From an optimization exercise on the open Yosys and OpenROAD flow, aimed at small area, a short achievable clock period and few clock cycles; shortcuts taken in it are not production practice. Only simulation tests tie the RTL to the original design; equivalence was not proved. No activity file was given, so power comes from the tool's default toggle rates.

==> trial 12 <==
## saes_core
module saes_core (
    input  wire        clk,
    input  wire        rst,
    input  wire        bus_valid,
    input  wire        bus_write,
    input  wire [3:0]  bus_addr,
    input  wire [15:0] bus_wdata,
    output wire        bus_ready,
    output reg  [15:0] bus_rdata
);
clock: 12.0 ns
lec_check: 0
cap_margin: 20
core_margin: 2
core_utilization: 40
slew_margin: 20
standard.sh (not shown) runs the stock make flow with config.mk's settings and CLKGATE_MAP_FILE= SYNTH_SCRIPT=/design/flow/synth_recipe.tcl, a recipe that flattens the netlist after the stock synthesis.
==> flow/flow/run.sh <==
#!/bin/bash
set -euo pipefail
MARGIN=${MARGIN:-6.0}
bash standard.sh \
    "SETUP_SLACK_MARGIN=${MARGIN}" \
    "BUFFER_PORTS_ARGS=-buffer_cell sky130_fd_sc_hd__buf_4" \
    finish > flow_make.log 2>&1
==> inputs of build 16, as changes to trial 12 <==
--- a/flow/design.v
+++ b/flow/design.v
@@ -310,48 +310,24 @@
     wire [15:0] d_in  = busy_q ? dout_q : din_q;
     wire [15:0] d_s   = sub_nibs_inv(shift_rows(d_in ^ rk2_q));
     wire [15:0] d_m   = mix_cols_inv(d_s ^ rk1);
     wire [15:0] d_out = sub_nibs_inv(shift_rows(d_m)) ^ rk0;
     wire [15:0] pass_res  = pass_dec ? d_out : e_out;
     wire [15:0] cbc_plain = d_out ^ chain_q;
-    wire [15:0] sub_res = cinv ? shift_rows(d_s) : e_t;
-    reg [15:0] res;
-    always @(*) begin
-        case (op)
-            OP_GFMUL:   res = {12'h000, gfm(din_q[7:4], din_q[3:0])};
-            OP_SUBNIB:  res = {12'h000, sub_res[3:0]};
-            OP_SUBBYTE: res = {8'h00, sub_res[7:0]};
-            OP_SUBNIBS: res = sub_res;
-            OP_ROTNIB:  res = {8'h00, din_q[3:0], din_q[7:4]};
-            OP_SHIFT:   res = shift_rows(din_q);
-            OP_MIXCOL:  res = cinv ? d_m : e_m;
-            OP_ADDKEY:  res = e_a;
-            OP_KEYEXP:  res = (idx == 2'd0) ? e_a : (idx == 2'd1) ? rk1 : rk2;
-            default:    res = pass_res;
-        endcase
-    end
-    reg [15:0] st_init;
-    always @(*) begin
-        case (op)
-            OP_SUBNIB, OP_SUBBYTE, OP_SUBNIBS, OP_MIXCOL:
-                       st_init = inv ? din_q : shift_rows(din_q);
-            OP_KEYEXP: st_init = 16'h0000;
-            default:   st_init = din_q;
-        endcase
-    end
     wire first_done = idle_m &&
                       ((op == OP_DENC) || (op == OP_EDEENC) || (op == OP_EEEENC) ||
                        ((op == OP_EDEDEC) && kv_q));
     wire [1:0] p_first  = first_done ? 2'd1 : 2'd0;
     wire [2:0] ks_first = pass_key(op, inv, p_first);
     wire       skip_ld  = !dec_of(op, inv, p_first) || (ks_first == spec_ks);
     wire       nx_dec   = dec_of(cop, cinv, pass_q + 2'd1);
     wire keeps_dout = (op == OP_NOP) || (op == OP_CBCEI) || (op == OP_CBCDI) ||
                       (op == OP_CBCEB && !pbv_q);
-    wire [15:0] st_mid = (cop == OP_MIXCOL) ? (cinv ? e_t : shift_rows(d_s)) : pass_res;
     wire finish     = busy_q && fin_q;
+    wire pad_one    = (cbc_plain[7:0] == 8'h01);
+    wire pad_two    = (cbc_plain == 16'h0202);
     wire start      = is_cmd_wr && !busy_q;
     wire start_slow = start && slow_w;
     wire act        = is_cmd_wr && (busy_q ? fin_q : fast_w);
     assign bus_ready = !is_cmd_wr || (busy_q ? fin_q : fast_w);
     always @(*) begin
         case (bus_addr)
@@ -375,21 +351,67 @@
         if (rst || (reg_wr && bus_addr == A_KEY2))   key2_q   <= wd_r;
         if (rst || (reg_wr && bus_addr == A_KEY3))   key3_q   <= wd_r;
         if (rst || (reg_wr && bus_addr == A_KEYLEN)) keylen_q <= wd_r[2:0];
         if (rst || (reg_wr && bus_addr == A_IV))     iv_q     <= wd_r;
         if (rst || start)                            cmd_q    <= wd_r;
     end
+    wire m_start  = !busy_q && slow_w;
+    wire m_mid    = busy_q && !fin_q;
+    wire m_act    = !m_start && !m_mid;
+    wire dout_we  = is_cmd_wr && ((cmd_ok && !keeps_dout && !m_mid) || (m_mid && ph_q));
+    wire is_cipher = (op == OP_ENC) || (op == OP_DEC) || (op == OP_DENC) ||
+                     (op == OP_DDEC) || (op == OP_EDEENC) || (op == OP_EDEDEC) ||
+                     (op == OP_EEEENC) || (op == OP_EEEDEC);
+    wire is_cbce  = (op == OP_CBCEB) || (op == OP_CBCEK) || (op == OP_CBCEF);
+    wire is_sub   = (op == OP_SUBNIB) || (op == OP_SUBBYTE) || (op == OP_SUBNIBS);
+    wire is_mix   = (op == OP_MIXCOL);
+    wire [15:0] sub_mask = (op == OP_SUBNIB) ? 16'h000F : (op == OP_SUBBYTE) ? 16'h00FF : 16'hFFFF;
+    wire s_pass  = (m_start && first_done) || (m_mid && !is_mix) || (m_act && is_cipher);
+    wire s_eout  = (s_pass && !pass_dec) || (m_act && is_cbce);
+    wire s_dout  = s_pass && pass_dec;
+    wire s_plain = m_act && (op == OP_CBCDB);
+    wire s_plhi  = m_act && (op == OP_CBCDL) && pad_one;
+    wire s_din   = m_start && !first_done && !((is_sub || is_mix) && !inv) && (op != OP_KEYEXP);
+    wire s_srdin = (m_start && (is_sub || is_mix) && !inv) || (m_act && (op == OP_SHIFT));
+    wire s_rot   = m_act && (op == OP_ROTNIB);
+    wire s_et    = (m_mid && is_mix && inv) || (m_act && is_sub && !inv);
+    wire s_srds  = (m_mid && is_mix && !inv) || (m_act && is_sub && inv);
+    wire s_em    = m_act && is_mix && !inv;
+    wire s_dm    = m_act && is_mix && inv;
+    wire s_ea    = m_act && ((op == OP_ADDKEY) || ((op == OP_KEYEXP) && (idx == 2'd0)));
+    wire s_rk1   = m_act && (op == OP_KEYEXP) && (idx == 2'd1);
+    wire s_rk2   = m_act && (op == OP_KEYEXP) && (idx == 2'd2);
+    wire s_gf    = m_act && (op == OP_GFMUL);
+    wire [15:0] dout_nx =
+        ({16{s_eout}}  & e_out) |
+        ({16{s_dout}}  & d_out) |
+        ({16{s_plain}} & cbc_plain) |
+        ({16{s_plhi}}  & {cbc_plain[15:8], 8'h00}) |
+        ({16{s_din}}   & din_q) |
+        ({16{s_srdin}} & shift_rows(din_q)) |
+        ({16{s_rot}}   & {8'h00, din_q[3:0], din_q[7:4]}) |
+        ({16{s_et}}    & e_t & sub_mask) |
+        ({16{s_srds}}  & shift_rows(d_s) & sub_mask) |
+        ({16{s_em}}    & e_m) |
+        ({16{s_dm}}    & d_m) |
+        ({16{s_ea}}    & e_a) |
+        ({16{s_rk1}}   & rk1) |
+        ({16{s_rk2}}   & rk2) |
+        ({16{s_gf}}    & {12'h000, gfm(din_q[7:4], din_q[3:0])});
+    always @(posedge clk) begin
+        if (rst || dout_we)
+            dout_q <= rst ? 16'h0000 : dout_nx;
+    end
     always @(posedge clk) begin
         rk2_q <= {kw4, kw5};
         kv_q  <= !(rst || busy_q || (reg_wr && bus_addr == A_KEY1) ||
                    (is_cmd_wr && ((wop == OP_CBCEI) || (wop == OP_CBCDI) ||
                                   (wop == OP_CBCDL))));
     end
     always @(posedge clk) begin
         if (rst) begin
-            dout_q   <= 16'h0000;
             chain_q  <= 16'h0000;
             pbuf_q   <= 8'h00;
             cbckey_q <= 16'h0000;
             err_q    <= E_OK;
             outn_q   <= 2'd0;
             mode_q   <= M_IDLE;
@@ -402,22 +424,19 @@
         end else begin
             if (start_slow) begin
                 busy_q <= 1'b1;
                 ks_q   <= ks_first;
                 ph_q   <= skip_ld;
                 fin_q  <= !cmd_ok || (skip_ld && (last_pass == p_first));
-                if (cmd_ok && !keeps_dout)
-                    dout_q <= first_done ? pass_res : st_init;
                 if (cmd_ok)
                     pass_q <= p_first;
             end else if (busy_q && !finish) begin
                 if (!ph_q) begin
                     ph_q  <= 1'b1;
                     fin_q <= (pass_q == last_pass);
                 end else begin
-                    dout_q <= st_mid;
                     pass_q <= pass_q + 2'd1;
                     ks_q   <= pass_key(cop, cinv, pass_q + 2'd1);
                     ph_q   <= !nx_dec;
                     fin_q  <= !nx_dec && (pass_q + 2'd1 == last_pass);
                 end
             end
@@ -450,44 +469,31 @@
                             if (op == OP_CBCEB && !pbv_q) begin    
                                 pbuf_q <= din_q[7:0];
                                 pbv_q  <= 1'b1;
                                 outn_q <= 2'd0;
                             end else begin
                                 chain_q <= e_out;
-                                dout_q  <= e_out;
                                 outn_q  <= 2'd2;
                                 pbv_q   <= 1'b0;
                                 pbuf_q  <= 8'h00;
                                 if (op == OP_CBCEF)
                                     mode_q <= M_IDLE;
                             end
                         end
                         OP_CBCDB: begin
                             chain_q <= din_q;
-                            dout_q  <= cbc_plain;
                             outn_q  <= 2'd2;
                         end
                         OP_CBCDL: begin
                             chain_q <= din_q;
                             mode_q  <= M_IDLE;
-                            if (cbc_plain[7:0] == 8'h01) begin
-                                dout_q <= {cbc_plain[15:8], 8'h00};
-                                outn_q <= 2'd1;
-                            end else if (cbc_plain == 16'h0202) begin
-                                dout_q <= 16'h0000;
-                                outn_q <= 2'd0;
-                            end else begin
-                                dout_q <= 16'h0000;
-                                outn_q <= 2'd0;
-                                err_q  <= E_PADDING;
-                            end
-                        end
-                        default: begin
-                            dout_q <= res;
-                            outn_q <= 2'd2;
+                            outn_q  <= pad_one ? 2'd1 : 2'd0;
+                            if (!pad_one && !pad_two)
+                                err_q <= E_PADDING;
                         end
+                        default: outn_q <= 2'd2;
                     endcase
                 end
             end
         end
     end
 endmodule
==> flow/flow/run.sh (replaced) <==
#!/bin/bash
# Layout: the standard flow (standard synthesis, floorplan, placement,
# CTS, routing) with these changes to how the layout is made:
#  - every port is still buffered, with buf_4 cells instead of the slow
#    delay-cell buffers buffer_ports picks by default;
#  - the clock tree is built from clkbuf_8 cells in larger sink clusters
#    and without dummy loads (the tree stays balanced by CTS as usual).
# The SDC (clock period, I/O delays, loads) is unchanged. The make/ORFS
# output goes to flow_make.log here; ORFS keeps each tool's own log under
# orfs/logs/.
set -euo pipefail
MARGIN=${MARGIN:-5.9}
bash standard.sh \
    "SETUP_SLACK_MARGIN=${MARGIN}" \
    "BUFFER_PORTS_ARGS=-buffer_cell sky130_fd_sc_hd__buf_4" \
    "CTS_ARGS=-sink_clustering_enable -repair_clock_nets -dont_use_dummy_load -buf_list sky130_fd_sc_hd__clkbuf_8 -sink_clustering_size 20" \
    finish > flow_make.log 2>&1
==> flow/config.mk (replaced) <==
export PLATFORM = sky130hd
export DESIGN_NAME = saes_core
export DESIGN_NICKNAME = saes_core
export VERILOG_FILES = /design/flow/design.v
export SDC_FILE = /design/flow/constraint.sdc
export NUM_CORES = 4
export LEC_CHECK = 0
export CAP_MARGIN = 10
export CORE_MARGIN = 2
export CORE_UTILIZATION = 40
export SLEW_MARGIN = 10
export TNS_END_PERCENT = 0
==> inputs of trial 11, as changes to trial 12 <==
--- a/flow/design.v
+++ b/flow/design.v
@@ -70,23 +70,12 @@
                 aa = {aa[3:0], 1'b0};
                 if (aa[4]) aa = aa ^ 5'b10011;
             end
             gf_mul = p;
         end
     endfunction
-    function [3:0] gfm;
-        input [3:0] a;
-        input [3:0] b;
-        reg [3:0] a1, a2, a3;
-        begin
-            a1 = {a[2], a[1], a[0] ^ a[3], a[3]};
-            a2 = {a1[2], a1[1], a1[0] ^ a1[3], a1[3]};
-            a3 = {a2[2], a2[1], a2[0] ^ a2[3], a2[3]};
-            gfm = ({4{b[0]}} & a) ^ ({4{b[1]}} & a1) ^ ({4{b[2]}} & a2) ^ ({4{b[3]}} & a3);
-        end
-    endfunction
     function [3:0] sbox; input [3:0] n; begin
         case (n[3:1]) 3'd0: sbox[0] = ~n[0]; 3'd1: sbox[0] = n[0]; 3'd2: sbox[0] = 1'b1; 3'd3: sbox[0] = n[0]; 3'd4: sbox[0] = 1'b0; 3'd5: sbox[0] = n[0]; 3'd6: sbox[0] = 1'b0; 3'd7: sbox[0] = 1'b1; endcase
         case (n[3:1]) 3'd0: sbox[1] = 1'b0; 3'd1: sbox[1] = 1'b1; 3'd2: sbox[1] = 1'b0; 3'd3: sbox[1] = 1'b0; 3'd4: sbox[1] = 1'b1; 3'd5: sbox[1] = n[0]; 3'd6: sbox[1] = n[0]; 3'd7: sbox[1] = 1'b1; endcase
         case (n[3:1]) 3'd0: sbox[2] = n[0]; 3'd1: sbox[2] = 1'b0; 3'd2: sbox[2] = ~n[0]; 3'd3: sbox[2] = n[0]; 3'd4: sbox[2] = ~n[0]; 3'd5: sbox[2] = 1'b0; 3'd6: sbox[2] = 1'b1; 3'd7: sbox[2] = 1'b1; endcase
         case (n[3:1]) 3'd0: sbox[3] = ~n[0]; 3'd1: sbox[3] = 1'b1; 3'd2: sbox[3] = ~n[0]; 3'd3: sbox[3] = ~n[0]; 3'd4: sbox[3] = 1'b0; 3'd5: sbox[3] = 1'b0; 3'd6: sbox[3] = 1'b1; 3'd7: sbox[3] = ~n[0]; endcase
     end endfunction
@@ -148,22 +137,22 @@
     reg        pbv_q;
     reg        busy_q;      
     reg        ph_q;        
     reg [1:0]  pass_q;      
     reg        fin_q;       
     reg [2:0]  ks_q;        
-    reg [15:0] rk2_q;
+    reg [15:0] rk1_q, rk2_q;
     reg        kv_q;        
     wire [15:0] status_w = {8'h00, pbv_q, mode_q, outn_q, err_q};
     wire        idle_m   = (mode_q == M_IDLE);
     wire is_cmd_wr = bus_valid & bus_write & (bus_addr == A_CMD);
     wire reg_wr    = bus_valid & bus_write & (bus_addr != A_CMD);
     wire [15:0] wd_r = rst ? 16'h0000 : bus_wdata;
     wire [4:0] wop = bus_wdata[4:0];
-    wire fast_w = (wop[4] & wop[3] & ~(wop[1] & wop[0]) & (kv_q | ~wop[2] | ~(wop[1] | wop[0]))) |
-                  (~wop[4] & wop[3] & ~wop[2] & wop[1] & idle_m & (kv_q | ~wop[0]));
+    wire fast_w = (wop[4] & wop[3] & ~(wop[1] & wop[0]) & (kv_q | ~(wop[1] | wop[0]))) |
+                  (~wop[4] & wop[3] & ~wop[2] & wop[1] & idle_m & kv_q);
     wire slow_w = ~fast_w;
     wire [15:0] cw  = busy_q ? cmd_q : bus_wdata;
     wire [4:0]  op  = cw[4:0];
     wire        inv = cw[5];
     wire [1:0]  idx = cw[7:6];
     reg op_known;
@@ -253,29 +242,12 @@
                 OP_MIXCOL: pass_key = iv ? ((p == 2'd0) ? PK_C2 : PK_C1)
                                          : ((p == 2'd0) ? PK_C1 : PK_Z);
                 default:   pass_key = PK_1;
             endcase
         end
     endfunction
-    function dec_of;
-        input [4:0] o;
-        input       iv;
-        input [1:0] p;
-        begin
-            case (o)
-                OP_DEC, OP_CBCDB, OP_CBCDL,
-                OP_DDEC, OP_EEEDEC:   dec_of = 1'b1;
-                OP_EDEENC:            dec_of = (p == 2'd1);
-                OP_EDEDEC:            dec_of = (p != 2'd1);
-                OP_SUBNIB, OP_SUBBYTE,
-                OP_SUBNIBS:           dec_of = iv;
-                OP_MIXCOL:            dec_of = iv ? (p == 2'd1) : (p == 2'd0);
-                default:              dec_of = 1'b0;
-            endcase
-        end
-    endfunction
     wire [4:0] cop  = cmd_q[4:0];
     wire       cinv = cmd_q[5];
     wire [2:0] spec_ks = idle_m ? PK_1 : PK_CBC;
     reg [15:0] key_sel;
     always @(*) begin
         case (busy_q ? ks_q : spec_ks)
@@ -291,36 +263,36 @@
     wire [7:0]  kw1 = key_sel[7:0];
     wire [7:0]  kw2 = key_sel[15:8] ^ 8'h80 ^ {sbox(kw1[3:0]), sbox(kw1[7:4])};
     wire [7:0]  kw3 = kw2 ^ kw1;
     wire [7:0]  kw4 = kw2 ^ 8'h30 ^ {sbox(kw3[3:0]), sbox(kw3[7:4])};
     wire [7:0]  kw5 = kw4 ^ kw3;
     wire [15:0] rk0 = key_sel;
-    wire [15:0] rk1 = {kw2, kw3};
-    wire [15:0] rk2 = {kw4, kw5};
+    wire [15:0] rk1 = rk1_q;
+    wire [15:0] rk2 = rk2_q;
     wire        ef      = busy_q && (cop == OP_CBCEF);
     wire        cbc_run = (cop == OP_CBCEB) || (cop == OP_CBCEK) || (cop == OP_CBCEF);
     wire [7:0]  cbc_lo  = ef ? 8'h01 : din_q[7:0];
     wire [15:0] cbc_blk = pbv_q ? {pbuf_q, cbc_lo} : (ef ? 16'h0202 : din_q);
     wire [15:0] cbc_in  = cbc_blk ^ chain_q;
     wire [15:0] e_in  = busy_q ? (cbc_run ? cbc_in : dout_q)
                                : ((mode_q == M_ENC) ? cbc_in : din_q);
     wire [15:0] e_a   = e_in ^ rk0;
     wire [15:0] e_t   = shift_rows(sub_nibs(e_a));
     wire [15:0] e_m   = mix_cols(e_t);
     wire [15:0] e_out = shift_rows(sub_nibs(e_m ^ rk1)) ^ rk2;
     wire [15:0] d_in  = busy_q ? dout_q : din_q;
-    wire [15:0] d_s   = sub_nibs_inv(shift_rows(d_in ^ rk2_q));
+    wire [15:0] d_s   = sub_nibs_inv(shift_rows(d_in ^ rk2));
     wire [15:0] d_m   = mix_cols_inv(d_s ^ rk1);
     wire [15:0] d_out = sub_nibs_inv(shift_rows(d_m)) ^ rk0;
     wire [15:0] pass_res  = pass_dec ? d_out : e_out;
     wire [15:0] cbc_plain = d_out ^ chain_q;
     wire [15:0] sub_res = cinv ? shift_rows(d_s) : e_t;
     reg [15:0] res;
     always @(*) begin
         case (op)
-            OP_GFMUL:   res = {12'h000, gfm(din_q[7:4], din_q[3:0])};
+            OP_GFMUL:   res = {12'h000, gf_mul(din_q[7:4], din_q[3:0])};
             OP_SUBNIB:  res = {12'h000, sub_res[3:0]};
             OP_SUBBYTE: res = {8'h00, sub_res[7:0]};
             OP_SUBNIBS: res = sub_res;
             OP_ROTNIB:  res = {8'h00, din_q[3:0], din_q[7:4]};
             OP_SHIFT:   res = shift_rows(din_q);
             OP_MIXCOL:  res = cinv ? d_m : e_m;
@@ -335,19 +307,18 @@
             OP_SUBNIB, OP_SUBBYTE, OP_SUBNIBS, OP_MIXCOL:
                        st_init = inv ? din_q : shift_rows(din_q);
             OP_KEYEXP: st_init = 16'h0000;
             default:   st_init = din_q;
         endcase
     end
-    wire first_done = idle_m &&
-                      ((op == OP_DENC) || (op == OP_EDEENC) || (op == OP_EEEENC) ||
-                       ((op == OP_EDEDEC) && kv_q));
+    wire first_done = idle_m && kv_q &&
+                      ((op == OP_DENC) || (op == OP_EDEENC) || (op == OP_EDEDEC) ||
+                       (op == OP_EEEENC));
     wire [1:0] p_first  = first_done ? 2'd1 : 2'd0;
     wire [2:0] ks_first = pass_key(op, inv, p_first);
-    wire       skip_ld  = !dec_of(op, inv, p_first) || (ks_first == spec_ks);
-    wire       nx_dec   = dec_of(cop, cinv, pass_q + 2'd1);
+    wire       skip_ld  = (ks_first == spec_ks);
     wire keeps_dout = (op == OP_NOP) || (op == OP_CBCEI) || (op == OP_CBCDI) ||
                       (op == OP_CBCEB && !pbv_q);
     wire [15:0] st_mid = (cop == OP_MIXCOL) ? (cinv ? e_t : shift_rows(d_s)) : pass_res;
     wire finish     = busy_q && fin_q;
     wire start      = is_cmd_wr && !busy_q;
     wire start_slow = start && slow_w;
@@ -376,12 +347,13 @@
         if (rst || (reg_wr && bus_addr == A_KEY3))   key3_q   <= wd_r;
         if (rst || (reg_wr && bus_addr == A_KEYLEN)) keylen_q <= wd_r[2:0];
         if (rst || (reg_wr && bus_addr == A_IV))     iv_q     <= wd_r;
         if (rst || start)                            cmd_q    <= wd_r;
     end
     always @(posedge clk) begin
+        rk1_q <= {kw2, kw3};
         rk2_q <= {kw4, kw5};
         kv_q  <= !(rst || busy_q || (reg_wr && bus_addr == A_KEY1) ||
                    (is_cmd_wr && ((wop == OP_CBCEI) || (wop == OP_CBCDI) ||
                                   (wop == OP_CBCDL))));
     end
     always @(posedge clk) begin
@@ -414,14 +386,13 @@
                     ph_q  <= 1'b1;
                     fin_q <= (pass_q == last_pass);
                 end else begin
                     dout_q <= st_mid;
                     pass_q <= pass_q + 2'd1;
                     ks_q   <= pass_key(cop, cinv, pass_q + 2'd1);
-                    ph_q   <= !nx_dec;
-                    fin_q  <= !nx_dec && (pass_q + 2'd1 == last_pass);
+                    ph_q   <= 1'b0;
                 end
             end
             if (act) begin
                 busy_q <= 1'b0;
                 pass_q <= 2'd0;
                 fin_q  <= 1'b0;
==> qor summary <==
|  | trial 12 | build 16 | trial 11 |
|---|---|---|---|
| Number of instances in the synthesized netlist | 2289 | 1945 | 2254 |
| Deepest clock path buffer count | 2 | 2 | 3 |
| Clock root buffer | sky130_fd_sc_hd__clkbuf_16 | sky130_fd_sc_hd__clkbuf_8 | sky130_fd_sc_hd__clkbuf_16 |
| Highest metal layer with signal wires | met4 | met5 | met4 |
| Met3 Resource Use GR | 0.0977 | 0.0806 | 0.0894 |
| H-tree Lvls | 4 | 4 | 1 |
| Worst setup path class | input pin to output pin | input pin to flip-flop | input pin to output pin |
| Comb power | 0.00588 W | 0.00482 W | 0.00498 W |
| Fraction of power consumed by sequential logic | 0.110 | 0.142 | 0.138 |
| Count of TritonRoute iterations in the first routing pass | 8 | 9 | 9 |
| Count of non-CTS inverters in the layout | 34 | 23 | 42 |
| Max Cap Viol | 0 | 1 | 0 |
| All-layer global routing usage | 0.386 | 0.329 | 0.366 |
| Status | timing/DRC/antenna clean | finished with violations | timing/DRC/antenna clean |
| Violated checks | - | max-capacitance violations, max-slew violations | - |
| Clock buffer count from CTS | 17 | 17 | 27 |
| Core footprint | 0.0454 mm2 | 0.0410 mm2 | 0.0464 mm2 |
| Worst setup path startpoint | bus_addr[2] | bus_wdata[4] | bus_addr[2] |
| Global-route wire length before repair | 133000 um | 106000 um | 129000 um |
| Resized cells post-CTS | 123 | 34 | 51 |
| Share of cell area taken by multi-input logic gates | 0.636 | 0.633 | 0.611 |
| Critical-path cell with the highest stage delay | sky130_fd_sc_hd__o311a_1 | sky130_fd_sc_hd__o21ai_0 | sky130_fd_sc_hd__a221oi_2 |
Testbench counts of trial 12, summed over its fixed seeds: cycles 20,364.
Testbench counts of build 16, summed over its fixed seeds: cycles 20,364.
Testbench counts of trial 11, summed over its fixed seeds: cycles 20,555.

==> what the ideal ports hide <==
The results above use ideal ports. As a check the final layouts listed here were re-extracted and re-timed, cells and wires unchanged. Step 1 sets driving cells, clkbuf_16 on the clock port and buf_2 on the other inputs (assumed; they add their load-dependent delay and slew). Step 2, shift: input delay + t, output delay - t, t = (earliest + latest rising clock arrival at the registers) / 2. This alone moves slack from input paths to output paths. a / b / c = ideal / step 1 / step 2; a / b = the first two.
run	t (ns)	setup slack, ns	worst hold slack (ns)	latest minus earliest clock arrival (ns)	pins driven straight from the clock port
trial 12	0.568	5.915 / 5.832 / 5.565	0.467 / 0.467 / 0.467	0.026 / 0.025	1
build 16	0.572	5.832 / 5.853 / 5.287	0.502 / 0.502 / 0.502	0.033 / 0.033	1
trial 11	0.630	5.886 / 5.770 / 5.560	0.496 / 0.496 / 0.496	0.028 / 0.028	1
For build 16, which loses most, drivers alone change the setup slack by +0.021 ns; drivers and shift together by -0.545 ns.
